Background: an optimization exercise with open tools, aiming at small area, a short achievable clock period and few clock cycles. Do not read the settings as production practice. Function was checked by simulation only, so behaviour that the tests miss may differ from the original. Power is estimated from default activity; no workload was simulated.

==> flow/design.v <==
module bsac_lag (
    input  wire        clk,
    input  wire        rst,
    input  wire        in_valid,
    output wire        in_ready,
    input  wire [31:0] in_data,
    input  wire [6:0]  in_min_period,
    output wire        out_valid,
    input  wire        out_ready,
    output wire [6:0]  out_lag,
    output wire [6:0]  out_best_lag,
    output wire [8:0]  out_best_value,
    output wire [8:0]  out_global_max,
    output wire        out_err
);
    localparam integer E   = 4;      
    localparam integer LE  = 2;     
    localparam integer LAT = 3;    
    localparam integer GAP = 1;        
    localparam [6:0]   LASTW = 7'd127 - E + 7'd1;
    localparam [1:0] H_IDLE = 2'd0, H_RUN = 2'd2, H_CHK = 2'd3;
    reg        have;       
    reg [2:0]  beat;
    reg        busy;       
    reg        pre;        
    reg        is_sw;      
    reg        is_gap;
    reg        is_st;      
    reg        iss;        
    reg [1:0]  gapc;
    reg [LAT-1:0] tv;      
    reg        rv;         
    reg        hgo;        
    reg [1:0]  hs;         
    reg        dn;         
    reg        ov;         
    reg [255:0] nb;        
    reg [255:0] pk;
    reg [255:0] sh;
    reg [6:0]   mp_ld;     
    reg [6:0]   mp;        
    reg [6:0]   ij;        
    reg [14:0]  mk;        
    reg [LAT-1:0] tm;      
    reg [6:0]   tj [0:LAT-1];
    reg [E-1:0] tf [0:LAT-1];   
    wire        in_rdy  = !have;
    wire        beat_ok = in_valid && in_rdy;
    wire [255:0] pkm;
    genvar gb;
    generate
        for (gb = 0; gb < 32; gb = gb + 1) begin : g_mask
            if (gb < 15) begin : g_m
                assign pkm[8*gb +: 8] = pk[8*gb +: 8] & {8{mk[gb]}};
            end else begin : g_n
                assign pkm[8*gb +: 8] = pk[8*gb +: 8];
            end
        end
    endgenerate
    wire [8:0] cv [0:E-1];
    wire [E-1:0] iflag;
    genvar ge;
    generate
        for (ge = 0; ge < E; ge = ge + 1) begin : g_eng
            wire [255:0] she = sh << ge;
            bsac_popcnt u_pc (.clk(clk), .x(pkm ^ she), .c(cv[ge]));
            assign iflag[ge] = ({1'b0, ij} + ge) >= {1'b0, mp};
        end
    endgenerate
    integer li;
    always @(posedge clk) begin
        tm[0] <= is_st;
        tj[0] <= ij;
        tf[0] <= iflag;
        for (li = 1; li < LAT; li = li + 1) begin
            tm[li] <= tm[li-1];
            tj[li] <= tj[li-1];
            tf[li] <= tf[li-1];
        end
    end
    wire         c_v = tv[LAT-1];
    wire         c_m = tm[LAT-1];
    wire [6:0]   c_j = tj[LAT-1];
    wire [E-1:0] c_f = tf[LAT-1];
    reg [8:0]  g;
    reg [8:0]  bv;
    reg [6:0]  blr;
    wire [6:0] bl = blr;
    wire [9:0] g34 = ({1'b0, g} + {g, 1'b0}) >> 2;    
    reg [127:0] pass;
    reg [7:0]  dl;             
    localparam integer NP = E / 2;
    reg [8:0]  pmax [0:NP-1];
    reg [8:0]  pmin [0:NP-1];
    reg [LE:0] pidx [0:NP-1];
    reg [NP-1:0] pany;
    reg [6:0]  rj;
    integer pe;
    always @(posedge clk) begin
        for (pe = 0; pe < NP; pe = pe + 1) begin
            pmax[pe] <= (cv[2*pe+1] > cv[2*pe]) ? cv[2*pe+1] : cv[2*pe];
            pany[pe] <= c_f[2*pe] || c_f[2*pe+1];
            if (c_f[2*pe] && (!c_f[2*pe+1] || cv[2*pe] <= cv[2*pe+1])) begin
                pmin[pe] <= cv[2*pe];
                pidx[pe] <= 2 * pe;
            end else begin
                pmin[pe] <= cv[2*pe+1];
                pidx[pe] <= 2 * pe + 1;
            end
        end
        rj <= c_j;
    end
    wire [E-1:0] pbit;
    generate
        for (ge = 0; ge < E; ge = ge + 1) begin : g_pass
            wire [10:0] c5 = {2'b0, cv[ge]} + {cv[ge], 2'b0};
            assign pbit[ge] = c5 <= {1'b0, g34};
        end
    endgenerate
    wire       m0  = pany[0] && pmin[0] < bv;
    wire       m1  = (NP > 1) && pany[NP-1] && pmin[NP-1] < bv &&
                     (!m0 || pmin[NP-1] < pmin[0]);
    wire       x0  = pmax[0] > g && (NP == 1 || pmax[0] >= pmax[NP-1]);
    wire       x1  = (NP > 1) && pmax[NP-1] > g && pmax[NP-1] > pmax[0];
    integer pw;
    always @(posedge clk) begin
        if (c_v && c_m) begin
            for (pw = 0; pw < 128 / E; pw = pw + 1)
                if (c_j[6:LE] == pw)
                    pass[pw*E +: E] <= pbit;
            dl <= {1'b0, c_j} + E;
        end
        if (is_gap)
            dl <= 8'd0;
        if (pre) begin
            g  <= 9'd0;
            bv <= 9'h1ff;
        end else if (rv) begin
            if (x1)
                g <= pmax[NP-1];
            else if (x0)
                g <= pmax[0];
            if (m1) begin
                bv  <= pmin[NP-1];
                blr <= rj + pidx[NP-1];
            end else if (m0) begin
                bv  <= pmin[0];
                blr <= rj + pidx[0];
            end
        end
    end
    reg [6:0]  d;          
    reg [6:0]  ed;         
    reg [6:0]  qq;         
    reg [6:0]  rr;         
    reg [6:0]  k;
    reg [6:0]  tgt;        
    reg [6:0]  racc;       
    reg        cph;        
    reg        pk_r, cv_r;
    reg [6:0]  rlag;
    reg        rerr;
    reg [2:0]  mpl;        
    reg        mp2;        
    reg        ds_act;
    reg [6:0]  ds_d;
    reg [8:0]  ds_d3;      
    function [8:0] r4step;
        input [6:0] rem;
        input [1:0] nn;
        input [6:0] dd;
        input [8:0] d3;        
        reg   [9:0] rr4, t1, t2, t3;
        begin
            rr4 = {1'b0, rem, nn};
            t1 = rr4 - {3'b0, dd};
            t2 = rr4 - {2'b0, dd, 1'b0};
            t3 = rr4 - {1'b0, d3};
            if (!t3[9])
                r4step = {2'd3, t3[6:0]};
            else if (!t2[9])
                r4step = {2'd2, t2[6:0]};
            else if (!t1[9])
                r4step = {2'd1, t1[6:0]};
            else
                r4step = {2'd0, rr4[6:0]};
        end
    endfunction
    reg        a_v, b_v;
    reg [6:0]  a_d, a_r, b_d, b_r;
    reg [8:0]  a_d3, b_d3;
    reg [2:0]  a_q;
    reg [4:0]  b_q;
    reg        dv_ov, dv_pk, dv_cv, dv_lt;
    reg [6:0]  dv_r, dv_q;
    wire       q6 = bl[6] && ds_d == 7'd1;
    wire [8:0] sa = r4step({6'd0, bl[6] && !q6}, bl[5:4], ds_d, ds_d3);
    wire [8:0] sb = r4step(a_r, bl[3:2], a_d, a_d3);
    wire [8:0] sc = r4step(b_r, bl[1:0], b_d, b_d3);
    wire [3:0] pk4 = pass[{b_q, 2'b00} +: 4];
    wire [3:0] cv4, lt4;
    genvar gq;
    generate
        for (gq = 0; gq < 4; gq = gq + 1) begin : g_q4
            assign cv4[gq] = {1'b0, b_q, gq[1:0]} < dl;
            assign lt4[gq] = {b_q, gq[1:0]} < mp;
        end
    endgenerate
    reg        stall;      
    always @(posedge clk) if (!stall) begin
        a_d  <= ds_d;
        a_d3 <= ds_d3;
        a_r  <= sa[6:0];
        a_q  <= {q6, sa[8:7]};
        b_d  <= a_d;
        b_d3 <= a_d3;
        b_r  <= sb[6:0];
        b_q  <= {a_q, sb[8:7]};
        dv_r  <= sc[6:0];
        dv_q  <= {b_q, sc[8:7]};
        dv_pk <= pk4[sc[8:7]];
        dv_cv <= cv4[sc[8:7]];
        dv_lt <= lt4[sc[8:7]];
    end
    wire       qhit  = dv_ov;
    reg        ed2, d2, klast;    
    wire       qskip = qhit && (dv_lt || (dv_cv && !dv_pk));
    wire       qpass = dv_cv && dv_pk;           
    wire [7:0] r2    = {dv_r, 1'b0};
    wire       c2    = r2 >= {1'b0, ed};
    reg  [7:0] rrd;        
    reg  [6:0] qq1;        
    wire [7:0] rsum  = {1'b0, racc} + {1'b0, rr};
    wire [7:0] rsmd  = {1'b0, racc} + rrd;
    wire       rcy   = !rsmd[7];
    wire       cdec  = (hs == H_CHK) && cph && cv_r;    
    wire       hshort = {1'b0, bl} < {mp, 1'b0};        
    wire [10:0] bl11 = {1'b0, bl, 3'b0} + {3'b0, bl, 1'b0} + {4'b0, bl};
    wire [6:0] d0    = mp2 ? bl11 >> ({1'b0, mpl} + 4'd4) : bl >> mpl;
    reg        fin;
    reg [6:0]  fin_lag;
    always @(*) begin
        fin = 1'b0;
        fin_lag = bl;
        if (hgo && (mp == 7'd0 || hshort)) begin
            fin = 1'b1;
            if (mp == 7'd0)
                fin_lag = 7'd0;
        end
        case (hs)
        H_RUN: if (qhit) begin
            if (qskip && ed2)
                fin = 1'b1;
            if (!qskip && qpass && ed2) begin
                fin = 1'b1;
                fin_lag = dv_q;
            end
        end
        H_CHK: if (cdec) begin
            if (pk_r) begin
                if (klast) begin
                    fin = 1'b1;
                    fin_lag = qq;
                end
            end else if (d2) begin
                fin = 1'b1;
            end
        end
        default: ;
        endcase
    end
    reg [6:0]  d0r;
    reg        hgo2, chgp, chg;
    wire       lastm = rv && rj == LASTW;
    wire       sps   = lastm && mp != 7'd0;
    wire       rsx   = hgo2 && chg && (hs == H_RUN);
    wire       ds_rs = sps || rsx;
    wire [8:0] d0x3  = {2'b0, d0r} + {1'b0, d0r, 1'b0};
    wire di_v = ds_act && !ds_rs && !stall;
    always @(posedge clk) begin
        d0r <= d0;
        if (rv)
            chgp <= m0 || m1;
        if (lastm)
            chg <= m0 || m1 || chgp;
        if (ds_rs) begin
            ds_d  <= d0r;
            ds_d3 <= d0x3;
        end else if (ds_act && !stall) begin
            ds_d  <= ds_d - 7'd1;
            ds_d3 <= ds_d3 - 9'd3;
        end
        pk_r <= pass[tgt];
        cv_r <= {1'b0, tgt} < dl;
        if (ds_rs) begin
            ed  <= d0r;
            ed2 <= d0r == 7'd2;
        end
        case (hs)
        H_RUN: if (qhit) begin
            if (qskip) begin
                ed  <= ed - 7'd1;
                ed2 <= ed == 7'd3;
            end else begin
                qq   <= dv_q;
                qq1  <= dv_q + 7'd1;
                rrd  <= {1'b0, dv_r} - {1'b0, ed};
                rr   <= dv_r;
                d    <= ed;
                d2   <= ed2;
                cph  <= 1'b0;
                if (qpass) begin
                    tgt   <= {dv_q[5:0], 1'b0} + {6'd0, c2};
                    racc  <= c2 ? r2 - ed : r2[6:0];
                    k     <= 7'd2;
                    klast <= ed == 7'd3;
                end else begin
                    tgt   <= dv_q;
                    racc  <= dv_r;
                    k     <= 7'd1;
                    klast <= ed2;
                end
            end
        end
        H_CHK: begin
            cph <= !cph;
            if (cdec) begin
                if (pk_r) begin
                    k <= k + 7'd1;
                    klast <= k + 7'd2 == d;
                    if (rcy) begin
                        racc <= rsmd[6:0];
                        tgt  <= tgt + qq1;
                    end else begin
                        racc <= rsum[6:0];
                        tgt  <= tgt + qq;
                    end
                end else begin
                    ed  <= d - 7'd1;
                    ed2 <= d == 7'd3;
                end
            end
        end
        default: ;
        endcase
        if (fin) begin
            rlag <= fin_lag;
            rerr <= (mp == 7'd0);
        end
        if (beat_ok && beat == 3'd7)
            mp_ld <= in_min_period;
    end
    reg [6:0]  o_lag, o_bl;
    reg [8:0]  o_bv, o_g;
    reg        o_err;
    wire copy  = dn && !ov;
    wire start = have && !busy && (!dn || !ov);
    wire iss_nx = pre ||
                  (is_sw && ij != LASTW) ||
                  (is_gap && gapc == GAP - 1) ||
                  (is_st && iss && ij != LASTW && !fin &&
                   !((hs != H_IDLE) && ({1'b0, ij} + E >= {1'b0, bl})));
    wire [6:0] ij_nx = (!iss || (is_sw && ij == LASTW)) ? 7'd0 : ij + E;
    integer mb;
    always @(posedge clk) begin
        if (beat_ok)
            nb <= {nb[223:0], in_data};
        if (start)
            pk <= nb;
        if (iss)
            sh <= sh << E;
        else
            sh <= pk;
        if (copy) begin
            o_lag <= rlag;
            o_err <= rerr;
            o_bl  <= blr;
            o_bv  <= bv;
            o_g   <= g;
        end
        if (start) begin
            mp  <= mp_ld;
            mpl <= mp_ld[6] ? 3'd6 : mp_ld[5] ? 3'd5 : mp_ld[4] ? 3'd4 :
                   mp_ld[3] ? 3'd3 : mp_ld[2] ? 3'd2 : mp_ld[1] ? 3'd1 : 3'd0;
            mp2 <= mp_ld[6] ? mp_ld[5] : mp_ld[5] ? mp_ld[4] : mp_ld[4] ? mp_ld[3] :
                   mp_ld[3] ? mp_ld[2] : mp_ld[2] ? mp_ld[1] : mp_ld[1] ? mp_ld[0] : 1'b0;
        end
        ij <= ij_nx;
        for (mb = 0; mb < 15; mb = mb + 1)
            mk[mb] <= mb >= ij_nx[6:3];
    end
    always @(posedge clk) begin
        if (rst) begin
            have   <= 1'b0;
            beat   <= 3'd0;
            busy   <= 1'b0;
            pre    <= 1'b0;
            is_sw  <= 1'b0;
            is_gap <= 1'b0;
            is_st  <= 1'b0;
            iss    <= 1'b0;
            gapc   <= 2'd0;
            tv     <= {LAT{1'b0}};
            rv     <= 1'b0;
            hgo    <= 1'b0;
            hgo2   <= 1'b0;
            hs     <= H_IDLE;
            stall  <= 1'b0;
            dn     <= 1'b0;
            ov     <= 1'b0;
            ds_act <= 1'b0;
            a_v    <= 1'b0;
            b_v    <= 1'b0;
            dv_ov  <= 1'b0;
        end else begin
            if (beat_ok) begin
                beat <= beat + 3'd1;
                if (beat == 3'd7)
                    have <= 1'b1;
            end
            pre <= start;
            if (start) begin
                have <= 1'b0;
                busy <= 1'b1;
            end
            iss <= iss_nx;
            if (pre)
                is_sw <= 1'b1;
            if (is_sw && ij == LASTW) begin
                is_sw  <= 1'b0;
                is_gap <= 1'b1;
                gapc   <= 2'd0;
            end
            if (is_gap) begin
                gapc <= gapc + 2'd1;
                if (gapc == GAP - 1) begin
                    is_gap <= 1'b0;
                    is_st  <= 1'b1;
                end
            end
            if (is_st && !iss_nx)
                is_st <= 1'b0;
            tv  <= {tv[LAT-2:0], iss};
            rv  <= c_v && !c_m;
            hgo <= rv && rj == LASTW;
            hgo2 <= hgo;
            if (rsx) begin
                a_v   <= 1'b0;
                b_v   <= 1'b0;
                dv_ov <= 1'b0;
            end else if (!stall) begin
                a_v   <= di_v;
                b_v   <= a_v;
                dv_ov <= b_v;
            end
            if (ds_rs)
                ds_act <= 1'b1;
            else if (ds_act && ds_d == 7'd2 && !stall)
                ds_act <= 1'b0;
            stall <= ((hs == H_RUN) && qhit && !qskip && !fin) ||
                     ((hs == H_CHK) && !(cdec && !pk_r) && !fin);
            if (hgo && !fin)
                hs <= H_RUN;
            case (hs)
            H_RUN: if (qhit && !qskip) hs <= H_CHK;
            H_CHK: if (cdec && !pk_r && !fin) hs <= H_RUN;
            default: ;
            endcase
            if (fin) begin
                hs     <= H_IDLE;
                ds_act <= 1'b0;
                busy   <= 1'b0;
                dn     <= 1'b1;
            end
            if (ov && out_ready)
                ov <= 1'b0;
            if (copy) begin
                dn <= 1'b0;
                ov <= 1'b1;
            end
        end
    end
    assign in_ready       = in_rdy;
    assign out_valid      = ov;
    assign out_lag        = o_lag;
    assign out_best_lag   = o_bl;
    assign out_best_value = o_bv;
    assign out_global_max = o_g;
    assign out_err        = o_err;
endmodule
module bsac_popcnt (input wire clk, input wire [255:0] x, output reg [8:0] c);
    wire s1;
    wire k2;
    wire s3;
    wire k4;
    wire s5;
    wire k6;
    wire s7;
    wire k8;
    wire s9;
    wire k10;
    wire s11;
    wire k12;
    wire s13;
    wire k14;
    wire s15;
    wire k16;
    wire s17;
    wire k18;
    wire s19;
    wire k20;
    wire s21;
    wire k22;
    wire s23;
    wire k24;
    wire s25;
    wire k26;
    wire s27;
    wire k28;
    wire s29;
    wire k30;
    wire s31;
    wire k32;
    wire s33;
    wire k34;
    wire s35;
    wire k36;
    wire s37;
    wire k38;
    wire s39;
    wire k40;
    wire s41;
    wire k42;
    wire s43;
    wire k44;
    wire s45;
    wire k46;
    wire s47;
    wire k48;
    wire s49;
    wire k50;
    wire s51;
    wire k52;
    wire s53;
    wire k54;
    wire s55;
    wire k56;
    wire s57;
    wire k58;
    wire s59;
    wire k60;
    wire s61;
    wire k62;
    wire s63;
    wire k64;
    wire s65;
    wire k66;
    wire s67;
    wire k68;
    wire s69;
    wire k70;
    wire s71;
    wire k72;
    wire s73;
    wire k74;
    wire s75;
    wire k76;
    wire s77;
    wire k78;
    wire s79;
    wire k80;
    wire s81;
    wire k82;
    wire s83;
    wire k84;
    wire s85;
    wire k86;
    wire s87;
    wire k88;
    wire s89;
    wire k90;
    wire s91;
    wire k92;
    wire s93;
    wire k94;
    wire s95;
    wire k96;
    wire s97;
    wire k98;
    wire s99;
    wire k100;
    wire s101;
    wire k102;
    wire s103;
    wire k104;
    wire s105;
    wire k106;
    wire s107;
    wire k108;
    wire s109;
    wire k110;
    wire s111;
    wire k112;
    wire s113;
    wire k114;
    wire s115;
    wire k116;
    wire s117;
    wire k118;
    wire s119;
    wire k120;
    wire s121;
    wire k122;
    wire s123;
    wire k124;
    wire s125;
    wire k126;
    wire s127;
    wire k128;
    wire s129;
    wire k130;
    wire s131;
    wire k132;
    wire s133;
    wire k134;
    wire s135;
    wire k136;
    wire s137;
    wire k138;
    wire s139;
    wire k140;
    wire s141;
    wire k142;
    wire s143;
    wire k144;
    wire s145;
    wire k146;
    wire s147;
    wire k148;
    wire s149;
    wire k150;
    wire s151;
    wire k152;
    wire s153;
    wire k154;
    wire s155;
    wire k156;
    wire s157;
    wire k158;
    wire s159;
    wire k160;
    wire s161;
    wire k162;
    wire s163;
    wire k164;
    wire s165;
    wire k166;
    wire s167;
    wire k168;
    wire s169;
    wire k170;
    wire s171;
    wire k172;
    wire s173;
    wire k174;
    wire s175;
    wire k176;
    wire s177;
    wire k178;
    wire s179;
    wire k180;
    wire s181;
    wire k182;
    wire s183;
    wire k184;
    wire s185;
    wire k186;
    wire s187;
    wire k188;
    wire s189;
    wire k190;
    wire s191;
    wire k192;
    wire s193;
    wire k194;
    wire s195;
    wire k196;
    wire s197;
    wire k198;
    wire s199;
    wire k200;
    wire s201;
    wire k202;
    wire s203;
    wire k204;
    wire s205;
    wire k206;
    wire s207;
    wire k208;
    wire s209;
    wire k210;
    wire s211;
    wire k212;
    wire s213;
    wire k214;
    wire s215;
    wire k216;
    wire s217;
    wire k218;
    wire s219;
    wire k220;
    wire s221;
    wire k222;
    wire s223;
    wire k224;
    wire s225;
    wire k226;
    wire s227;
    wire k228;
    wire s229;
    wire k230;
    wire s231;
    wire k232;
    wire s233;
    wire k234;
    wire s235;
    wire k236;
    wire s237;
    wire k238;
    wire s239;
    wire k240;
    wire s241;
    wire k242;
    wire s243;
    wire k244;
    wire s245;
    wire k246;
    wire s247;
    wire k248;
    wire s249;
    wire k250;
    wire s251;
    wire k252;
    wire s253;
    wire k254;
    wire s255;
    wire k256;
    wire s257;
    wire k258;
    wire s259;
    wire k260;
    wire s261;
    wire k262;
    wire s263;
    wire k264;
    wire s265;
    wire k266;
    wire s267;
    wire k268;
    wire s269;
    wire k270;
    wire s271;
    wire k272;
    wire s273;
    wire k274;
    wire s275;
    wire k276;
    wire s277;
    wire k278;
    wire s279;
    wire k280;
    wire s281;
    wire k282;
    wire s283;
    wire k284;
    wire s285;
    wire k286;
    wire s287;
    wire k288;
    wire s289;
    wire k290;
    wire s291;
    wire k292;
    wire s293;
    wire k294;
    wire s295;
    wire k296;
    wire s297;
    wire k298;
    wire s299;
    wire k300;
    wire s301;
    wire k302;
    wire s303;
    wire k304;
    wire s305;
    wire k306;
    wire s307;
    wire k308;
    wire s309;
    wire k310;
    wire s311;
    wire k312;
    wire s313;
    wire k314;
    wire s315;
    wire k316;
    wire s317;
    wire k318;
    wire s319;
    wire k320;
    wire s321;
    wire k322;
    wire s323;
    wire k324;
    wire s325;
    wire k326;
    wire s327;
    wire k328;
    wire s329;
    wire k330;
    wire s331;
    wire k332;
    wire s333;
    wire k334;
    wire s335;
    wire k336;
    wire s337;
    wire k338;
    wire s339;
    wire k340;
    wire s341;
    wire k342;
    wire s343;
    wire k344;
    wire s345;
    wire k346;
    wire s347;
    wire k348;
    wire s349;
    wire k350;
    wire s351;
    wire k352;
    wire s353;
    wire k354;
    wire s355;
    wire k356;
    wire s357;
    wire k358;
    wire s359;
    wire k360;
    wire s361;
    wire k362;
    wire s363;
    wire k364;
    wire s365;
    wire k366;
    wire s367;
    wire k368;
    wire s369;
    wire k370;
    wire s371;
    wire k372;
    wire s373;
    wire k374;
    wire s375;
    wire k376;
    wire s377;
    wire k378;
    wire s379;
    wire k380;
    wire s381;
    wire k382;
    wire s383;
    wire k384;
    wire s385;
    wire k386;
    wire s387;
    wire k388;
    wire s389;
    wire k390;
    wire s391;
    wire k392;
    wire s393;
    wire k394;
    wire s395;
    wire k396;
    wire s397;
    wire k398;
    wire s399;
    wire k400;
    wire s401;
    wire k402;
    wire s403;
    wire k404;
    wire s405;
    wire k406;
    wire s407;
    wire k408;
    wire s409;
    wire k410;
    wire s411;
    wire k412;
    reg r413;
    reg r414;
    reg r415;
    reg r416;
    reg r417;
    reg r418;
    reg r419;
    reg r420;
    reg r421;
    reg r422;
    reg r423;
    reg r424;
    reg r425;
    reg r426;
    reg r427;
    reg r428;
    reg r429;
    reg r430;
    reg r431;
    reg r432;
    reg r433;
    reg r434;
    reg r435;
    reg r436;
    reg r437;
    reg r438;
    reg r439;
    reg r440;
    reg r441;
    reg r442;
    reg r443;
    reg r444;
    reg r445;
    reg r446;
    reg r447;
    reg r448;
    reg r449;
    reg r450;
    reg r451;
    reg r452;
    reg r453;
    reg r454;
    reg r455;
    reg r456;
    reg r457;
    reg r458;
    reg r459;
    reg r460;
    reg r461;
    reg r462;
    reg r463;
    reg r464;
    reg r465;
    wire s466;
    wire k467;
    wire s468;
    wire k469;
    wire s470;
    wire k471;
    wire s472;
    wire k473;
    wire s474;
    wire k475;
    wire s476;
    wire k477;
    wire s478;
    wire k479;
    wire s480;
    wire k481;
    wire s482;
    wire k483;
    wire s484;
    wire k485;
    wire s486;
    wire k487;
    wire s488;
    wire k489;
    wire s490;
    wire k491;
    wire s492;
    wire k493;
    wire s494;
    wire k495;
    wire s496;
    wire k497;
    wire s498;
    wire k499;
    wire s500;
    wire k501;
    wire s502;
    wire k503;
    wire s504;
    wire k505;
    wire s506;
    wire k507;
    wire s508;
    wire k509;
    wire s510;
    wire k511;
    wire s512;
    wire k513;
    wire s514;
    wire k515;
    wire s516;
    wire k517;
    wire s518;
    wire k519;
    wire s520;
    wire k521;
    wire s522;
    wire k523;
    wire s524;
    wire k525;
    wire s526;
    wire k527;
    wire s528;
    wire k529;
    wire s530;
    wire k531;
    wire s532;
    wire k533;
    wire s534;
    wire k535;
    wire s536;
    wire k537;
    wire s538;
    wire k539;
    wire s540;
    wire k541;
    wire s542;
    wire k543;
    wire s544;
    wire k545;
    wire s546;
    wire k547;
    wire s548;
    wire k549;
    reg r550;
    reg r551;
    reg r552;
    reg r553;
    reg r554;
    reg r555;
    reg r556;
    reg r557;
    reg r558;
    reg r559;
    reg r560;
    reg r561;
    reg r562;
    reg r563;
    reg r564;
    reg r565;
    reg r566;
    wire s567;
    wire k568;
    wire s569;
    wire k570;
    wire s571;
    wire k572;
    assign {k2, s1} = {1'b0,x[0]} + {1'b0,x[1]} + {1'b0,x[2]};
    assign {k4, s3} = {1'b0,x[3]} + {1'b0,x[4]} + {1'b0,x[5]};
    assign {k6, s5} = {1'b0,x[6]} + {1'b0,x[7]} + {1'b0,x[8]};
    assign {k8, s7} = {1'b0,x[9]} + {1'b0,x[10]} + {1'b0,x[11]};
    assign {k10, s9} = {1'b0,x[12]} + {1'b0,x[13]} + {1'b0,x[14]};
    assign {k12, s11} = {1'b0,x[15]} + {1'b0,x[16]} + {1'b0,x[17]};
    assign {k14, s13} = {1'b0,x[18]} + {1'b0,x[19]} + {1'b0,x[20]};
    assign {k16, s15} = {1'b0,x[21]} + {1'b0,x[22]} + {1'b0,x[23]};
    assign {k18, s17} = {1'b0,x[24]} + {1'b0,x[25]} + {1'b0,x[26]};
    assign {k20, s19} = {1'b0,x[27]} + {1'b0,x[28]} + {1'b0,x[29]};
    assign {k22, s21} = {1'b0,x[30]} + {1'b0,x[31]} + {1'b0,x[32]};
    assign {k24, s23} = {1'b0,x[33]} + {1'b0,x[34]} + {1'b0,x[35]};
    assign {k26, s25} = {1'b0,x[36]} + {1'b0,x[37]} + {1'b0,x[38]};
    assign {k28, s27} = {1'b0,x[39]} + {1'b0,x[40]} + {1'b0,x[41]};
    assign {k30, s29} = {1'b0,x[42]} + {1'b0,x[43]} + {1'b0,x[44]};
    assign {k32, s31} = {1'b0,x[45]} + {1'b0,x[46]} + {1'b0,x[47]};
    assign {k34, s33} = {1'b0,x[48]} + {1'b0,x[49]} + {1'b0,x[50]};
    assign {k36, s35} = {1'b0,x[51]} + {1'b0,x[52]} + {1'b0,x[53]};
    assign {k38, s37} = {1'b0,x[54]} + {1'b0,x[55]} + {1'b0,x[56]};
    assign {k40, s39} = {1'b0,x[57]} + {1'b0,x[58]} + {1'b0,x[59]};
    assign {k42, s41} = {1'b0,x[60]} + {1'b0,x[61]} + {1'b0,x[62]};
    assign {k44, s43} = {1'b0,x[63]} + {1'b0,x[64]} + {1'b0,x[65]};
    assign {k46, s45} = {1'b0,x[66]} + {1'b0,x[67]} + {1'b0,x[68]};
    assign {k48, s47} = {1'b0,x[69]} + {1'b0,x[70]} + {1'b0,x[71]};
    assign {k50, s49} = {1'b0,x[72]} + {1'b0,x[73]} + {1'b0,x[74]};
    assign {k52, s51} = {1'b0,x[75]} + {1'b0,x[76]} + {1'b0,x[77]};
    assign {k54, s53} = {1'b0,x[78]} + {1'b0,x[79]} + {1'b0,x[80]};
    assign {k56, s55} = {1'b0,x[81]} + {1'b0,x[82]} + {1'b0,x[83]};
    assign {k58, s57} = {1'b0,x[84]} + {1'b0,x[85]} + {1'b0,x[86]};
    assign {k60, s59} = {1'b0,x[87]} + {1'b0,x[88]} + {1'b0,x[89]};
    assign {k62, s61} = {1'b0,x[90]} + {1'b0,x[91]} + {1'b0,x[92]};
    assign {k64, s63} = {1'b0,x[93]} + {1'b0,x[94]} + {1'b0,x[95]};
    assign {k66, s65} = {1'b0,x[96]} + {1'b0,x[97]} + {1'b0,x[98]};
    assign {k68, s67} = {1'b0,x[99]} + {1'b0,x[100]} + {1'b0,x[101]};
    assign {k70, s69} = {1'b0,x[102]} + {1'b0,x[103]} + {1'b0,x[104]};
    assign {k72, s71} = {1'b0,x[105]} + {1'b0,x[106]} + {1'b0,x[107]};
    assign {k74, s73} = {1'b0,x[108]} + {1'b0,x[109]} + {1'b0,x[110]};
    assign {k76, s75} = {1'b0,x[111]} + {1'b0,x[112]} + {1'b0,x[113]};
    assign {k78, s77} = {1'b0,x[114]} + {1'b0,x[115]} + {1'b0,x[116]};
    assign {k80, s79} = {1'b0,x[117]} + {1'b0,x[118]} + {1'b0,x[119]};
    assign {k82, s81} = {1'b0,x[120]} + {1'b0,x[121]} + {1'b0,x[122]};
    assign {k84, s83} = {1'b0,x[123]} + {1'b0,x[124]} + {1'b0,x[125]};
    assign {k86, s85} = {1'b0,x[126]} + {1'b0,x[127]} + {1'b0,x[128]};
    assign {k88, s87} = {1'b0,x[129]} + {1'b0,x[130]} + {1'b0,x[131]};
    assign {k90, s89} = {1'b0,x[132]} + {1'b0,x[133]} + {1'b0,x[134]};
    assign {k92, s91} = {1'b0,x[135]} + {1'b0,x[136]} + {1'b0,x[137]};
    assign {k94, s93} = {1'b0,x[138]} + {1'b0,x[139]} + {1'b0,x[140]};
    assign {k96, s95} = {1'b0,x[141]} + {1'b0,x[142]} + {1'b0,x[143]};
    assign {k98, s97} = {1'b0,x[144]} + {1'b0,x[145]} + {1'b0,x[146]};
    assign {k100, s99} = {1'b0,x[147]} + {1'b0,x[148]} + {1'b0,x[149]};
    assign {k102, s101} = {1'b0,x[150]} + {1'b0,x[151]} + {1'b0,x[152]};
    assign {k104, s103} = {1'b0,x[153]} + {1'b0,x[154]} + {1'b0,x[155]};
    assign {k106, s105} = {1'b0,x[156]} + {1'b0,x[157]} + {1'b0,x[158]};
    assign {k108, s107} = {1'b0,x[159]} + {1'b0,x[160]} + {1'b0,x[161]};
    assign {k110, s109} = {1'b0,x[162]} + {1'b0,x[163]} + {1'b0,x[164]};
    assign {k112, s111} = {1'b0,x[165]} + {1'b0,x[166]} + {1'b0,x[167]};
    assign {k114, s113} = {1'b0,x[168]} + {1'b0,x[169]} + {1'b0,x[170]};
    assign {k116, s115} = {1'b0,x[171]} + {1'b0,x[172]} + {1'b0,x[173]};
    assign {k118, s117} = {1'b0,x[174]} + {1'b0,x[175]} + {1'b0,x[176]};
    assign {k120, s119} = {1'b0,x[177]} + {1'b0,x[178]} + {1'b0,x[179]};
    assign {k122, s121} = {1'b0,x[180]} + {1'b0,x[181]} + {1'b0,x[182]};
    assign {k124, s123} = {1'b0,x[183]} + {1'b0,x[184]} + {1'b0,x[185]};
    assign {k126, s125} = {1'b0,x[186]} + {1'b0,x[187]} + {1'b0,x[188]};
    assign {k128, s127} = {1'b0,x[189]} + {1'b0,x[190]} + {1'b0,x[191]};
    assign {k130, s129} = {1'b0,x[192]} + {1'b0,x[193]} + {1'b0,x[194]};
    assign {k132, s131} = {1'b0,x[195]} + {1'b0,x[196]} + {1'b0,x[197]};
    assign {k134, s133} = {1'b0,x[198]} + {1'b0,x[199]} + {1'b0,x[200]};
    assign {k136, s135} = {1'b0,x[201]} + {1'b0,x[202]} + {1'b0,x[203]};
    assign {k138, s137} = {1'b0,x[204]} + {1'b0,x[205]} + {1'b0,x[206]};
    assign {k140, s139} = {1'b0,x[207]} + {1'b0,x[208]} + {1'b0,x[209]};
    assign {k142, s141} = {1'b0,x[210]} + {1'b0,x[211]} + {1'b0,x[212]};
    assign {k144, s143} = {1'b0,x[213]} + {1'b0,x[214]} + {1'b0,x[215]};
    assign {k146, s145} = {1'b0,x[216]} + {1'b0,x[217]} + {1'b0,x[218]};
    assign {k148, s147} = {1'b0,x[219]} + {1'b0,x[220]} + {1'b0,x[221]};
    assign {k150, s149} = {1'b0,x[222]} + {1'b0,x[223]} + {1'b0,x[224]};
    assign {k152, s151} = {1'b0,x[225]} + {1'b0,x[226]} + {1'b0,x[227]};
    assign {k154, s153} = {1'b0,x[228]} + {1'b0,x[229]} + {1'b0,x[230]};
    assign {k156, s155} = {1'b0,x[231]} + {1'b0,x[232]} + {1'b0,x[233]};
    assign {k158, s157} = {1'b0,x[234]} + {1'b0,x[235]} + {1'b0,x[236]};
    assign {k160, s159} = {1'b0,x[237]} + {1'b0,x[238]} + {1'b0,x[239]};
    assign {k162, s161} = {1'b0,x[240]} + {1'b0,x[241]} + {1'b0,x[242]};
    assign {k164, s163} = {1'b0,x[243]} + {1'b0,x[244]} + {1'b0,x[245]};
    assign {k166, s165} = {1'b0,x[246]} + {1'b0,x[247]} + {1'b0,x[248]};
    assign {k168, s167} = {1'b0,x[249]} + {1'b0,x[250]} + {1'b0,x[251]};
    assign {k170, s169} = {1'b0,x[252]} + {1'b0,x[253]} + {1'b0,x[254]};
    assign {k172, s171} = {1'b0,s1} + {1'b0,s3} + {1'b0,s5};
    assign {k174, s173} = {1'b0,s7} + {1'b0,s9} + {1'b0,s11};
    assign {k176, s175} = {1'b0,s13} + {1'b0,s15} + {1'b0,s17};
    assign {k178, s177} = {1'b0,s19} + {1'b0,s21} + {1'b0,s23};
    assign {k180, s179} = {1'b0,s25} + {1'b0,s27} + {1'b0,s29};
    assign {k182, s181} = {1'b0,s31} + {1'b0,s33} + {1'b0,s35};
    assign {k184, s183} = {1'b0,s37} + {1'b0,s39} + {1'b0,s41};
    assign {k186, s185} = {1'b0,s43} + {1'b0,s45} + {1'b0,s47};
    assign {k188, s187} = {1'b0,s49} + {1'b0,s51} + {1'b0,s53};
    assign {k190, s189} = {1'b0,s55} + {1'b0,s57} + {1'b0,s59};
    assign {k192, s191} = {1'b0,s61} + {1'b0,s63} + {1'b0,s65};
    assign {k194, s193} = {1'b0,s67} + {1'b0,s69} + {1'b0,s71};
    assign {k196, s195} = {1'b0,s73} + {1'b0,s75} + {1'b0,s77};
    assign {k198, s197} = {1'b0,s79} + {1'b0,s81} + {1'b0,s83};
    assign {k200, s199} = {1'b0,s85} + {1'b0,s87} + {1'b0,s89};
    assign {k202, s201} = {1'b0,s91} + {1'b0,s93} + {1'b0,s95};
    assign {k204, s203} = {1'b0,s97} + {1'b0,s99} + {1'b0,s101};
    assign {k206, s205} = {1'b0,s103} + {1'b0,s105} + {1'b0,s107};
    assign {k208, s207} = {1'b0,s109} + {1'b0,s111} + {1'b0,s113};
    assign {k210, s209} = {1'b0,s115} + {1'b0,s117} + {1'b0,s119};
    assign {k212, s211} = {1'b0,s121} + {1'b0,s123} + {1'b0,s125};
    assign {k214, s213} = {1'b0,s127} + {1'b0,s129} + {1'b0,s131};
    assign {k216, s215} = {1'b0,s133} + {1'b0,s135} + {1'b0,s137};
    assign {k218, s217} = {1'b0,s139} + {1'b0,s141} + {1'b0,s143};
    assign {k220, s219} = {1'b0,s145} + {1'b0,s147} + {1'b0,s149};
    assign {k222, s221} = {1'b0,s151} + {1'b0,s153} + {1'b0,s155};
    assign {k224, s223} = {1'b0,s157} + {1'b0,s159} + {1'b0,s161};
    assign {k226, s225} = {1'b0,s163} + {1'b0,s165} + {1'b0,s167};
    assign {k228, s227} = {1'b0,s169} + {1'b0,x[255]};
    assign {k230, s229} = {1'b0,k2} + {1'b0,k4} + {1'b0,k6};
    assign {k232, s231} = {1'b0,k8} + {1'b0,k10} + {1'b0,k12};
    assign {k234, s233} = {1'b0,k14} + {1'b0,k16} + {1'b0,k18};
    assign {k236, s235} = {1'b0,k20} + {1'b0,k22} + {1'b0,k24};
    assign {k238, s237} = {1'b0,k26} + {1'b0,k28} + {1'b0,k30};
    assign {k240, s239} = {1'b0,k32} + {1'b0,k34} + {1'b0,k36};
    assign {k242, s241} = {1'b0,k38} + {1'b0,k40} + {1'b0,k42};
    assign {k244, s243} = {1'b0,k44} + {1'b0,k46} + {1'b0,k48};
    assign {k246, s245} = {1'b0,k50} + {1'b0,k52} + {1'b0,k54};
    assign {k248, s247} = {1'b0,k56} + {1'b0,k58} + {1'b0,k60};
    assign {k250, s249} = {1'b0,k62} + {1'b0,k64} + {1'b0,k66};
    assign {k252, s251} = {1'b0,k68} + {1'b0,k70} + {1'b0,k72};
    assign {k254, s253} = {1'b0,k74} + {1'b0,k76} + {1'b0,k78};
    assign {k256, s255} = {1'b0,k80} + {1'b0,k82} + {1'b0,k84};
    assign {k258, s257} = {1'b0,k86} + {1'b0,k88} + {1'b0,k90};
    assign {k260, s259} = {1'b0,k92} + {1'b0,k94} + {1'b0,k96};
    assign {k262, s261} = {1'b0,k98} + {1'b0,k100} + {1'b0,k102};
    assign {k264, s263} = {1'b0,k104} + {1'b0,k106} + {1'b0,k108};
    assign {k266, s265} = {1'b0,k110} + {1'b0,k112} + {1'b0,k114};
    assign {k268, s267} = {1'b0,k116} + {1'b0,k118} + {1'b0,k120};
    assign {k270, s269} = {1'b0,k122} + {1'b0,k124} + {1'b0,k126};
    assign {k272, s271} = {1'b0,k128} + {1'b0,k130} + {1'b0,k132};
    assign {k274, s273} = {1'b0,k134} + {1'b0,k136} + {1'b0,k138};
    assign {k276, s275} = {1'b0,k140} + {1'b0,k142} + {1'b0,k144};
    assign {k278, s277} = {1'b0,k146} + {1'b0,k148} + {1'b0,k150};
    assign {k280, s279} = {1'b0,k152} + {1'b0,k154} + {1'b0,k156};
    assign {k282, s281} = {1'b0,k158} + {1'b0,k160} + {1'b0,k162};
    assign {k284, s283} = {1'b0,k164} + {1'b0,k166} + {1'b0,k168};
    assign {k286, s285} = {1'b0,s171} + {1'b0,s173} + {1'b0,s175};
    assign {k288, s287} = {1'b0,s177} + {1'b0,s179} + {1'b0,s181};
    assign {k290, s289} = {1'b0,s183} + {1'b0,s185} + {1'b0,s187};
    assign {k292, s291} = {1'b0,s189} + {1'b0,s191} + {1'b0,s193};
    assign {k294, s293} = {1'b0,s195} + {1'b0,s197} + {1'b0,s199};
    assign {k296, s295} = {1'b0,s201} + {1'b0,s203} + {1'b0,s205};
    assign {k298, s297} = {1'b0,s207} + {1'b0,s209} + {1'b0,s211};
    assign {k300, s299} = {1'b0,s213} + {1'b0,s215} + {1'b0,s217};
    assign {k302, s301} = {1'b0,s219} + {1'b0,s221} + {1'b0,s223};
    assign {k304, s303} = {1'b0,s225} + {1'b0,s227};
    assign {k306, s305} = {1'b0,k172} + {1'b0,k174} + {1'b0,k176};
    assign {k308, s307} = {1'b0,k178} + {1'b0,k180} + {1'b0,k182};
    assign {k310, s309} = {1'b0,k184} + {1'b0,k186} + {1'b0,k188};
    assign {k312, s311} = {1'b0,k190} + {1'b0,k192} + {1'b0,k194};
    assign {k314, s313} = {1'b0,k196} + {1'b0,k198} + {1'b0,k200};
    assign {k316, s315} = {1'b0,k202} + {1'b0,k204} + {1'b0,k206};
    assign {k318, s317} = {1'b0,k208} + {1'b0,k210} + {1'b0,k212};
    assign {k320, s319} = {1'b0,k214} + {1'b0,k216} + {1'b0,k218};
    assign {k322, s321} = {1'b0,k220} + {1'b0,k222} + {1'b0,k224};
    assign {k324, s323} = {1'b0,k226} + {1'b0,k228} + {1'b0,s229};
    assign {k326, s325} = {1'b0,s231} + {1'b0,s233} + {1'b0,s235};
    assign {k328, s327} = {1'b0,s237} + {1'b0,s239} + {1'b0,s241};
    assign {k330, s329} = {1'b0,s243} + {1'b0,s245} + {1'b0,s247};
    assign {k332, s331} = {1'b0,s249} + {1'b0,s251} + {1'b0,s253};
    assign {k334, s333} = {1'b0,s255} + {1'b0,s257} + {1'b0,s259};
    assign {k336, s335} = {1'b0,s261} + {1'b0,s263} + {1'b0,s265};
    assign {k338, s337} = {1'b0,s267} + {1'b0,s269} + {1'b0,s271};
    assign {k340, s339} = {1'b0,s273} + {1'b0,s275} + {1'b0,s277};
    assign {k342, s341} = {1'b0,s279} + {1'b0,s281} + {1'b0,s283};
    assign {k344, s343} = {1'b0,k230} + {1'b0,k232} + {1'b0,k234};
    assign {k346, s345} = {1'b0,k236} + {1'b0,k238} + {1'b0,k240};
    assign {k348, s347} = {1'b0,k242} + {1'b0,k244} + {1'b0,k246};
    assign {k350, s349} = {1'b0,k248} + {1'b0,k250} + {1'b0,k252};
    assign {k352, s351} = {1'b0,k254} + {1'b0,k256} + {1'b0,k258};
    assign {k354, s353} = {1'b0,k260} + {1'b0,k262} + {1'b0,k264};
    assign {k356, s355} = {1'b0,k266} + {1'b0,k268} + {1'b0,k270};
    assign {k358, s357} = {1'b0,k272} + {1'b0,k274} + {1'b0,k276};
    assign {k360, s359} = {1'b0,k278} + {1'b0,k280} + {1'b0,k282};
    assign {k362, s361} = {1'b0,s285} + {1'b0,s287} + {1'b0,s289};
    assign {k364, s363} = {1'b0,s291} + {1'b0,s293} + {1'b0,s295};
    assign {k366, s365} = {1'b0,s297} + {1'b0,s299} + {1'b0,s301};
    assign {k368, s367} = {1'b0,k286} + {1'b0,k288} + {1'b0,k290};
    assign {k370, s369} = {1'b0,k292} + {1'b0,k294} + {1'b0,k296};
    assign {k372, s371} = {1'b0,k298} + {1'b0,k300} + {1'b0,k302};
    assign {k374, s373} = {1'b0,k304} + {1'b0,s305} + {1'b0,s307};
    assign {k376, s375} = {1'b0,s309} + {1'b0,s311} + {1'b0,s313};
    assign {k378, s377} = {1'b0,s315} + {1'b0,s317} + {1'b0,s319};
    assign {k380, s379} = {1'b0,s321} + {1'b0,s323} + {1'b0,s325};
    assign {k382, s381} = {1'b0,s327} + {1'b0,s329} + {1'b0,s331};
    assign {k384, s383} = {1'b0,s333} + {1'b0,s335} + {1'b0,s337};
    assign {k386, s385} = {1'b0,s339} + {1'b0,s341} + {1'b0,k170};
    assign {k388, s387} = {1'b0,k306} + {1'b0,k308} + {1'b0,k310};
    assign {k390, s389} = {1'b0,k312} + {1'b0,k314} + {1'b0,k316};
    assign {k392, s391} = {1'b0,k318} + {1'b0,k320} + {1'b0,k322};
    assign {k394, s393} = {1'b0,k324} + {1'b0,k326} + {1'b0,k328};
    assign {k396, s395} = {1'b0,k330} + {1'b0,k332} + {1'b0,k334};
    assign {k398, s397} = {1'b0,k336} + {1'b0,k338} + {1'b0,k340};
    assign {k400, s399} = {1'b0,k342} + {1'b0,s343} + {1'b0,s345};
    assign {k402, s401} = {1'b0,s347} + {1'b0,s349} + {1'b0,s351};
    assign {k404, s403} = {1'b0,s353} + {1'b0,s355} + {1'b0,s357};
    assign {k406, s405} = {1'b0,s359} + {1'b0,k284};
    assign {k408, s407} = {1'b0,k344} + {1'b0,k346} + {1'b0,k348};
    assign {k410, s409} = {1'b0,k350} + {1'b0,k352} + {1'b0,k354};
    assign {k412, s411} = {1'b0,k356} + {1'b0,k358} + {1'b0,k360};
    assign {k467, s466} = {1'b0,r413} + {1'b0,r414} + {1'b0,r415};
    assign {k469, s468} = {1'b0,r417} + {1'b0,r418} + {1'b0,r419};
    assign {k471, s470} = {1'b0,r420} + {1'b0,r421} + {1'b0,r422};
    assign {k473, s472} = {1'b0,r423} + {1'b0,r424} + {1'b0,r425};
    assign {k475, s474} = {1'b0,r426} + {1'b0,r427} + {1'b0,r428};
    assign {k477, s476} = {1'b0,r430} + {1'b0,r431} + {1'b0,r432};
    assign {k479, s478} = {1'b0,r433} + {1'b0,r434} + {1'b0,r435};
    assign {k481, s480} = {1'b0,r436} + {1'b0,r437} + {1'b0,r438};
    assign {k483, s482} = {1'b0,r439} + {1'b0,r440} + {1'b0,r441};
    assign {k485, s484} = {1'b0,r442} + {1'b0,r443} + {1'b0,r444};
    assign {k487, s486} = {1'b0,r445} + {1'b0,r446} + {1'b0,r447};
    assign {k489, s488} = {1'b0,r448} + {1'b0,r449};
    assign {k491, s490} = {1'b0,r450} + {1'b0,r451} + {1'b0,r452};
    assign {k493, s492} = {1'b0,r453} + {1'b0,r454} + {1'b0,r455};
    assign {k495, s494} = {1'b0,r456} + {1'b0,r457} + {1'b0,r458};
    assign {k497, s496} = {1'b0,r459} + {1'b0,r460} + {1'b0,r461};
    assign {k499, s498} = {1'b0,r463} + {1'b0,r464} + {1'b0,r465};
    assign {k501, s500} = {1'b0,k467} + {1'b0,s468} + {1'b0,s470};
    assign {k503, s502} = {1'b0,s472} + {1'b0,s474} + {1'b0,r429};
    assign {k505, s504} = {1'b0,k469} + {1'b0,k471} + {1'b0,k473};
    assign {k507, s506} = {1'b0,k475} + {1'b0,s476} + {1'b0,s478};
    assign {k509, s508} = {1'b0,s480} + {1'b0,s482} + {1'b0,s484};
    assign {k511, s510} = {1'b0,s486} + {1'b0,s488};
    assign {k513, s512} = {1'b0,k477} + {1'b0,k479} + {1'b0,k481};
    assign {k515, s514} = {1'b0,k483} + {1'b0,k485} + {1'b0,k487};
    assign {k517, s516} = {1'b0,k489} + {1'b0,s490} + {1'b0,s492};
    assign {k519, s518} = {1'b0,s494} + {1'b0,s496} + {1'b0,r462};
    assign {k521, s520} = {1'b0,k491} + {1'b0,k493} + {1'b0,k495};
    assign {k523, s522} = {1'b0,k497} + {1'b0,s498};
    assign {k525, s524} = {1'b0,k501} + {1'b0,k503} + {1'b0,s504};
    assign {k527, s526} = {1'b0,s506} + {1'b0,s508} + {1'b0,s510};
    assign {k529, s528} = {1'b0,k505} + {1'b0,k507} + {1'b0,k509};
    assign {k531, s530} = {1'b0,k511} + {1'b0,s512} + {1'b0,s514};
    assign {k533, s532} = {1'b0,s516} + {1'b0,s518};
    assign {k535, s534} = {1'b0,k513} + {1'b0,k515} + {1'b0,k517};
    assign {k537, s536} = {1'b0,k519} + {1'b0,s520} + {1'b0,s522};
    assign {k539, s538} = {1'b0,k521} + {1'b0,k523} + {1'b0,k499};
    assign {k541, s540} = {1'b0,k525} + {1'b0,k527} + {1'b0,s528};
    assign {k543, s542} = {1'b0,s530} + {1'b0,s532};
    assign {k545, s544} = {1'b0,k529} + {1'b0,k531} + {1'b0,k533};
    assign {k547, s546} = {1'b0,s534} + {1'b0,s536};
    assign {k549, s548} = {1'b0,k535} + {1'b0,k537} + {1'b0,s538};
    assign {k568, s567} = {1'b0,r558} + {1'b0,r559} + {1'b0,r560};
    assign {k570, s569} = {1'b0,r562} + {1'b0,r563} + {1'b0,r564};
    assign {k572, s571} = {1'b0,k570} + {1'b0,r565} + {1'b0,r566};
    always @(posedge clk) begin
        r413 <= s361;
        r414 <= s363;
        r415 <= s365;
        r416 <= s303;
        r417 <= k362;
        r418 <= k364;
        r419 <= k366;
        r420 <= s367;
        r421 <= s369;
        r422 <= s371;
        r423 <= s373;
        r424 <= s375;
        r425 <= s377;
        r426 <= s379;
        r427 <= s381;
        r428 <= s383;
        r429 <= s385;
        r430 <= k368;
        r431 <= k370;
        r432 <= k372;
        r433 <= k374;
        r434 <= k376;
        r435 <= k378;
        r436 <= k380;
        r437 <= k382;
        r438 <= k384;
        r439 <= k386;
        r440 <= s387;
        r441 <= s389;
        r442 <= s391;
        r443 <= s393;
        r444 <= s395;
        r445 <= s397;
        r446 <= s399;
        r447 <= s401;
        r448 <= s403;
        r449 <= s405;
        r450 <= k388;
        r451 <= k390;
        r452 <= k392;
        r453 <= k394;
        r454 <= k396;
        r455 <= k398;
        r456 <= k400;
        r457 <= k402;
        r458 <= k404;
        r459 <= k406;
        r460 <= s407;
        r461 <= s409;
        r462 <= s411;
        r463 <= k408;
        r464 <= k410;
        r465 <= k412;
        r550 <= s466;
        r551 <= r416;
        r552 <= s500;
        r553 <= s502;
        r554 <= s524;
        r555 <= s526;
        r556 <= s540;
        r557 <= s542;
        r558 <= k541;
        r559 <= k543;
        r560 <= s544;
        r561 <= s546;
        r562 <= k545;
        r563 <= k547;
        r564 <= s548;
        r565 <= k549;
        r566 <= k539;
    end
    wire [8:0] ra = {1'b0, k572, s571, k568, s567, r556, r554, r552, r550};
    wire [8:0] rb = {1'b0, 1'b0, 1'b0, s569, r561, r557, r555, r553, r551};
    always @(posedge clk) c <= ra + rb;
endmodule
==> flow/flow/run.sh <==
#!/bin/bash
# The standard layout (the standard.sh: ORFS from synthesis to the final
# layout, unchanged clock and constraints) with two changes to how it is made:
#  - each input and output port is buffered with sky130_fd_sc_hd__buf_4
#    instead of the flow's default buffer choice;
#  - timing repair aims for 6.5 ns of setup slack instead of 5 ns.
set -e
export BUFFER_PORTS_ARGS="-buffer_cell sky130_fd_sc_hd__buf_4"
sed 's/SETUP_SLACK_MARGIN=[0-9.]*/SETUP_SLACK_MARGIN=6.5/' standard.sh > standard_m.sh
bash standard_m.sh > standard.log 2>&1
==> flow/standard.sh <==
#!/bin/bash
# synth_recipe.tcl (not shown) runs the flow's synth.tcl, then flattens the netlist and writes it again
# the make line also repeats each setting of config.mk as NAME=value (left out here)
make -C /OpenROAD-flow-scripts/flow DESIGN_CONFIG=/design/flow/config.mk WORK_HOME=/design/flow/orfs CLKGATE_MAP_FILE= SYNTH_SCRIPT=/design/flow/synth_recipe.tcl "${@:-finish}"
==> flow/config.mk <==
export PLATFORM = sky130hd
export DESIGN_NAME = bsac_lag
export DESIGN_NICKNAME = bsac_lag
export VERILOG_FILES = /design/flow/design.v
export SDC_FILE = /design/flow/constraint.sdc
export NUM_CORES = 4
export LEC_CHECK = 0
export ABC_AREA = 1
export CAP_MARGIN = 20
export CORE_MARGIN = 2
export CORE_UTILIZATION = 40
export PLACE_DENSITY = 0.6
export SETUP_SLACK_MARGIN = 5
export SLEW_MARGIN = 20
==> flow/constraint.sdc <==
create_clock -name core_clock -period 10.0 [get_ports {clk}]
set_input_delay 2.0000 -clock core_clock [delete_from_list [all_inputs] [get_ports {clk}]]
set_output_delay 2.0000 -clock core_clock [all_outputs]
set_load 0.01 [all_outputs]
==> summary.txt, run 1 <==
Run status
  • Status: complete, no violations

GRT
  • Largest net degree at the start of global routing: 132
  • First-pass GRT wire length: between 300000 and 400000 um
  • GRT Util Overall: 21.69%
  • Total gr overflow: 0
  • Initial antenna violation count: 10
  • Vias in the first global route: 60030

Worst setup path
  • Crit end category: output port
  • Reg-to-reg critical path endpoint: g_eng[2].u_pc.r413
  • CP Buf/Inv Count: 1
  • RR Startpoint: mk[7]
  • Crit path kind: flop to output port
  • Crit path max fanout: 1
  • R2r setup slk: 6.57 ns
  • CP arrival: about 1.5 ns
  • R2R depth: 9
  • Max incr delay on CP: about 0.47 ns
  • CP Cell Sequence: buf_6
  • Critical path launch point type: flop
  • Critical Path RT: 8.00 ns
  • Critical-path cell with the highest stage delay: edfxtp_1
  • Critical path's top delay family: flip-flops

Pwr
  • Sequential power share: between 30% and 40%
  • Lkg Pwr: roughly 44 nW
  • PD cells: ~210 nW/um2
  • Switch Pwr: around 7.5 mW
  • Net Sw Frac: 34.19%
  • Clk network pwr share: 32.0%
  • Comb pwr share: 29.4%
  • Worst VDD drop: a little over 0.2 mV
  • Cell-internal power: approximately 14 mW
  • Total power: around 22 mW

STA
  • Fin crit share: around 35%
  • Fin Clk Skew: 0.06625 ns
  • TNS Setup: 0 ns
  • Fin. max-slew vios: 0
  • Final worst slack: about 6.5 ns
  • Final Hold Viols: 0
  • RSZ-0062 raised after global routing: yes
  • Final setup violation count: 0
  • Slew HR: 18.23%
  • Fin crit period: roughly 3.5 ns
  • Hold Worst Slack: slightly above 0.3 ns
  • Worst Max-Slew Pin Slew: around 1.2 ns
  • Achievable Freq: roughly 0.29 GHz

Clock network
  • Reg clk slew, reported paths: approximately 0.06 ns
  • Clock root cell: clkbuf_16
  • Num CTS Buffers: ~180
  • Maximum clock path buffer count: 3
  • Clock Sink Count: 1590
  • Htree depth: 4
  • Clock latency on the worst-skew pair: between 0.8 and 0.9 ns
  • CTS tree: done

Floorplan
  • Starting Density: between 40% and 50%
  • Die area: ~240000 um2
  • Std-Cell Rows: 178
  • # IOs: 78
  • Die Width: 490.2 um
  • Die Ht: a little under 500 um
  • Total core area: around 240000 um2

Finish
  • Most frequent cells in the layout: 1766 x nand2_1, 1081 x inv_1, 996 x fa_1
  • Area Growth Syn to Fin: 9.854%
  • Post-route insts no fill: 11870
  • Share of post-route cells with drive strength above 1: under 10%
  • Fin util: about 44%
  • Fill cell total of the finished layout: 21810
  • Post-route cell area: between 100000 and 150000 um2
  • Nets: approximately 10000
  • Most common cell after layout, fill and taps aside: nand2_1

Logic synthesis
  • Synth async-reset ratio: 0%
  • Post-synth EDFFs: 855
  • Yosys reg bits: roughly 1600
  • Yosys Warn Count: 12
  • Distinct cells, synth: between 50 and 60
  • Sequential area share after synthesis: between 40 and 50%
  • Post-synthesis cell area: between 90000 and 100000 um2
  • Avg Synthesized Cell Area: 10.72 um2
  • Ys flop type: edfxtp_1
  • Syn Inst Count: around 9000
  • Synth area leaders: edfxtp_1 27%, fa_1 21%, dfxtp_1 16%
  • Mapped Nets: approximately 10000
  • Top cell type's share of synthesized area: a little over a quarter
  • Cell taking the most area after synthesis: edfxtp_1

Detailed routing
  • Wire per inst: about 22 um
  • Count of TritonRoute iterations in the first routing pass: 8
  • Total vias in the final route: about 60000
  • Antenna-violating nets left: 0
  • Via-per-instance ratio: 4.916
  • Routed wire length: ~260000 um
  • Remaining DRCs: 0
  • Starting DRT DRC Count: between 5000 and 6000

Placement
  • Gpl congestion: roughly 0.94
  • Placed instance area: between 90000 and 100000 um2
  • Post-detail-place hpwl: roughly 210000 um
  • # port buffers: 77
  • Post-place setup slack: roughly 5.7 ns
  • Inst Count DP: 11530

Min path
  • Hold EP: tf[2][3]
  • Hold-critical path depth: 0
  • Hold path start: tf[1][3]
  • Worst Hold Class: flop to flop

Flow run
  • Max-cap viol count: 0
## cell type report
class	instances	area, um2	share of cell area [%]
Clock buffer	219	4781	4.602
Inverter	1092	4121	3.968
Timing Repair Buffer	115	958.4	0.9227
Clock inverter	112	1578	1.519
Tap cell	3150	3941	3.794
Sequential cell	1590	40410	38.90
Multi-Input combinational cell	5588	48070	46.28
Antenna cell	5	12.51	0.01205
## power by group through the flow
stage / combinational, mW / sequential (mW) / clock [mW]
CTS: 6.43 / 8.48 / 7.17
detailed placement: 6.20 / 8.62 / 0
floorplan: 4.13 / 8.28 / 0
global placement: 6.10 / 8.61 / 0
finish: 6.47 / 8.48 / 7.05
global route: 7.38 / 8.52 / 7.42
## worst max path at each step
stage	start	endpoint	cells past startpoint
floorplan	in_valid	nb[0]	2
global placement	in_valid	nb[102]	5
detailed placement	in_valid	nb[113]	5
CTS	o_g[4]	out_global_max[4]	1
global route	o_g[3]	out_global_max[3]	1
finish	o_g[1]	out_global_max[1]	1
## flip-flops by register name, summed over array words and instances (netlist names), 8 cells and up
name,flops
nb,256
pk,256
tf,12
ds_d3,9
g_eng.u_pc.c,36
o_bv,9
sh,256
pmin,18
rrd,8
pmax,18
pass,128
mk,15
g,9
o_g,9
b_d3,9
a_d3,9
bv,9
tj,15
## cells by family (layout without fill, tap and decap cells)
| group | count (synthesis) | after routing | share of synthesized area (%) |
|---|---|---|---|
| flip-flops | 1590 | 1590 | 42.71 |
| other | 0 | 5 | 0 |
| AND/OR/NAND/NOR | 2515 | 2516 | 10.84 |
| adder cells (fa/ha/maj) | 1350 | 1350 | 25.77 |
| XOR/XNOR | 1150 | 1150 | 10.65 |
| buffers and inverters | 1641 | 1538 | 6.624 |
| AO/OA/AOI/OAI | 572 | 572 | 3.401 |
## layer usage
layer | wire [um] | share of wire [%] | global-route usage, % | vias up
met5 | 0 | 0 | 0 | -
met1 | 114800 | 44 | 30.10 | 29100
li1 | - | - | - | 27010
met4 | 9351 | 3.6 | 7.438 | 0
met3 | 15130 | 5.8 | 2.900 | 372
met2 | 121800 | 47 | 34.97 | 1879
## timing repair
| item | in CTS | in global routing |
|---|---|---|
| pin swaps | 2 | 3 |
| cloned | 1 | 0 |
| buffers inserted | 4 | 3 |
| hold endpoints to repair | 0 | 0 |
| endpoints found under the setup margin | 146 | 153 |
| resized for setup | 24 | 35 |
| hold buffers | 0 | 0 |
## Yosys cell counts, drive strengths merged (11+ instances only)
| cell | n |
|---|---|
| o211ai | 37 |
| a21o | 12 |
| o221ai | 13 |
| fa | 996 |
| o21a | 12 |
| edfxtp | 855 |
| nand2 | 1780 |
| clkbuf | 406 |
| a21oi | 221 |
| a31oi | 11 |
| or2 | 15 |
| inv | 1089 |
| o21bai | 14 |
| dfxtp | 735 |
| xnor2 | 578 |
| nand3 | 357 |
| nor3 | 30 |
| nand4 | 42 |
| buf | 143 |
| nor2 | 272 |
| ha | 354 |
| xor2 | 572 |
| o21ai | 222 |
Testbench counts, summed over its fixed seeds: cycles 7,717.
==> inputs of run 2 (changes only) <==
--- a/flow/config.mk
+++ b/flow/config.mk
@@ -6,5 +6,4 @@
 export NUM_CORES = 4
 export LEC_CHECK = 0
-export ABC_AREA = 1
 export CAP_MARGIN = 20
 export CORE_MARGIN = 2
==> run 2 against run 1 <==
Against the previous run: design area shrank 1.2%; combinational power is 57% lower; via count shrank 12%; clock skew decreased by 0.0094 ns; non-clock buffer count is 37 higher; maximum frequency decreased by 6.4%; core utilization is 0.36 points higher; critical endpoint is now tgt[6]; largest power group unchanged.
==> summary.txt, run 2 <==
Run status
  • Status: complete, no violations

GRT
  • Initial antenna violation count: 11
  • Largest net degree at the start of global routing: 166
  • Vias in the first global route: between 50000 and 60000
  • Total gr overflow: 0
  • GRT Util Overall: 21.14%
  • First-pass GRT wire length: roughly 370000 um

Pwr
  • Worst VDD drop: around 0.17 mV
  • Switch Pwr: between 4 and 5 mW
  • Comb pwr share: ~16%
  • Clk network pwr share: between 30% and 40%
  • Net Sw Frac: about 27%
  • Lkg Pwr: around 41 nW
  • PD cells: between 150 and 200 nW/um2
  • Sequential power share: between 40% and 50%
  • Cell-internal power: around 12 mW
  • Total power: around 17 mW

Detailed routing
  • Remaining DRCs: 0
  • Count of TritonRoute iterations in the first routing pass: 6
  • Wire per inst: ~24 um
  • Total vias in the final route: between 50000 and 60000
  • Routed wire length: ~250000 um
  • Antenna-violating nets left: 0
  • Via-per-instance ratio: between 5 and 6
  • Starting DRT DRC Count: around 4400

Floorplan
  • Total core area: ~230000 um2
  • Starting Density: about two fifths
  • Die Width: 486.1 um
  • # IOs: 78
  • Std-Cell Rows: ~180
  • Die Ht: ~500 um
  • Die area: 236300 um2

Worst setup path
  • R2r setup slk: ~6.3 ns
  • CP arrival: about 4.3 ns
  • Critical Path RT: between 10 and 15 ns
  • Critical path launch point type: flop
  • Crit end category: flop
  • Crit path kind: flop to flop
  • Crit path max fanout: 4

Placement
  • Post-detail-place hpwl: between 150000 and 200000 um
  • Post-place setup slack: 5.832 ns
  • # port buffers: slightly below 80
  • Placed instance area: 95790 um2
  • Inst Count DP: a little under 10000
  • Gpl congestion: between 0.9 and 1

Logic synthesis
  • Yosys Warn Count: 12
  • Syn Inst Count: ~7200
  • Cell taking the most area after synthesis: edfxtp_1
  • Avg Synthesized Cell Area: roughly 13 um2
  • Post-synthesis cell area: 92960 um2
  • Count leader, synth: fa_1
  • Synth async-reset ratio: 0%
  • Sequential area share after synthesis: a little over two fifths
  • Commonest cells in the synthesized netlist: 996 x fa_1, 855 x edfxtp_1, 829 x inv_1
  • Synth area leaders: edfxtp_1 28%, fa_1 21%, dfxtp_1 16%
  • Mapped Nets: 8588
  • Top cell type's share of synthesized area: between 20% and 30%
  • Yosys reg bits: about 1600
  • Post-synth EDFFs: approximately 860
  • Distinct cells, synth: 87
  • Ys flop type: edfxtp_1

Clock network
  • Num CTS Buffers: 175
  • Clock root cell: clkbuf_16
  • CTS tree: done
  • Reg clk slew, reported paths: roughly 0.060 ns
  • Post-CTS Hold Buffers: 0
  • Htree depth: 4
  • Maximum clock path buffer count: 3
  • Clock Sink Count: approximately 1600
  • Clock latency on the worst-skew pair: slightly above 0.8 ns

STA
  • Worst Max-Slew Pin Slew: 1.055 ns
  • Fin Clk Skew: between 0.05 and 0.06 ns
  • Fin crit share: a little under two fifths
  • Fin crit period: 3.692 ns
  • TNS Setup: 0 ns
  • Final Hold Viols: 0
  • Fin. max-slew vios: 0
  • RSZ-0062 raised after global routing: yes
  • Achievable Freq: 0.2709 GHz
  • Hold Worst Slack: approximately 0.33 ns
  • Slew HR: a little under 30%
  • Final worst slack: ~6.3 ns
  • Final setup violation count: 0

Min path
  • Worst Hold Class: flop to flop

Finish
  • Share of post-route cells with drive strength above 1: ~13%
  • Most common cell after layout, fill and taps aside: fa_1
  • Most frequent cells in the layout: 994 x fa_1, 855 x edfxtp_1, 827 x inv_1
  • Nets: around 8400
  • Post-route insts no fill: approximately 10000
  • Fin util: 44.52%
  • Area Growth Syn to Fin: 10.43%
  • Fill cell total of the finished layout: 20490
  • Biggest regs: nb (256), pk (256), sh (256)
  • Post-route cell area: 102700 um2

Flow run
  • Max-cap viol count: 0
-- run 2: what timing repair did --
action | 4_1_cts | 5_1_grt
resized for setup | 29 | 36
pin swaps | 7 | 15
endpoints found under the hold margin | 0 | 0
setup buffers | 14 | 22
gates cloned | 2 | 4
endpoints found under the setup margin | 145 | 171
-- run 2: layout make-up --
cell class | count | area [um2] | share of cell area, %
repair buffers | 152 | 1373 | 1.337
well taps | 3026 | 3786 | 3.688
inverters | 830 | 3120 | 3.040
flip-flops and latches | 1590 | 40420 | 39.37
diodes | 4 | 10.01 | 0.009751
clock buffers | 254 | 5147 | 5.014
multi-input cells | 4273 | 47840 | 46.61
clock inverters | 78 | 958.4 | 0.9336
-- run 2: cells by family (layout without fill, tap and decap cells) --
| kind of cell | count (synthesis) | in the layout | share of synthesized area, % |
|---|---|---|---|
| flops | 1590 | 1590 | 43.45 |
| fa+ha+maj | 1350 | 1350 | 26.21 |
| buf+inv | 1334 | 1314 | 5.466 |
| xor+xnor | 1156 | 1156 | 10.89 |
| simple gates | 760 | 760 | 3.965 |
| compound gates | 576 | 578 | 4.061 |
| mux | 429 | 429 | 5.955 |
| other cells | 0 | 4 | 0 |
-- run 2: final timing paths --
path	end	start	cells past startpoint
setup / recovery	tgt[6]	racc[1]	15
hold / removal	tf[2][3]	tf[1][3]	0
setup reg to reg	tgt[6]	racc[1]	15
hold reg to reg	tf[2][3]	tf[1][3]	0
-- run 2: worst max-delay path: stages (launching register included) --
cell	delay, ns
edfxtp_1	0.42
ha_1	0.31
a21oi_2	0.19
a2bb2oi_2	0.23
a21oi_2	0.12
xnor2_4	0.29
mux2_4	0.34
ha_4	0.17
fa_2	0.36
a21o_1	0.18
a21oi_2	0.15
o21bai_1	0.08
a21oi_1	0.18
xor2_1	0.20
xnor2_1	0.14
a21oi_1	0.08
-- run 2: layer usage --
layer	routed length, um	part of all wire, %	track usage (%)	vias to the layer above
met5	0	0	0	-
met4	7488	3.0	6.303	0
met3	13250	5.3	3.140	278
met2	118500	48	34.57	1413
met1	109000	44	29.13	26640
li1	-	-	-	23110
-- run 2: power by group through the flow --
stage          clock network (mW)  registers, mW  logic, mW
6_report                     6.76           7.64       2.79
5_1_grt                      7.14           7.67       3.08
4_1_cts                      6.88           7.65       2.53
3_5_place_dp                    0           7.79       2.30
3_3_place_gp                    0           7.79       2.23
2_1_floorplan                   0           7.60       1.67

port drivers added, routing unchanged:
In the flow no input, the clock included, has a driving cell. The finished layouts below were timed again as built, in two steps. Step 1 assumes that a clkbuf_16 drives the clock port and a buf_2 every other input. Step 2 times the ports against the registers' clock, not the clock port: input delays grow and output delays shrink by t, the midpoint of the rising clock arrivals with the driver on. a / b / c = ideal / step 1 / step 2; a / b = the first two.
run | shift t [ns] | setup slack, ns | hold slack, ns
run 1 | 0.919 | 6.545 / 6.457 / 5.763 | 0.306 / 0.306 / 0.306
run 2 | 0.893 | 6.308 / 6.308 / 5.851 | 0.326 / 0.326 / 0.326
After both steps every run listed still meets setup and hold. For run 1, which loses most, drivers alone change the setup slack by -0.088 ns; drivers and shift together by -0.782 ns.
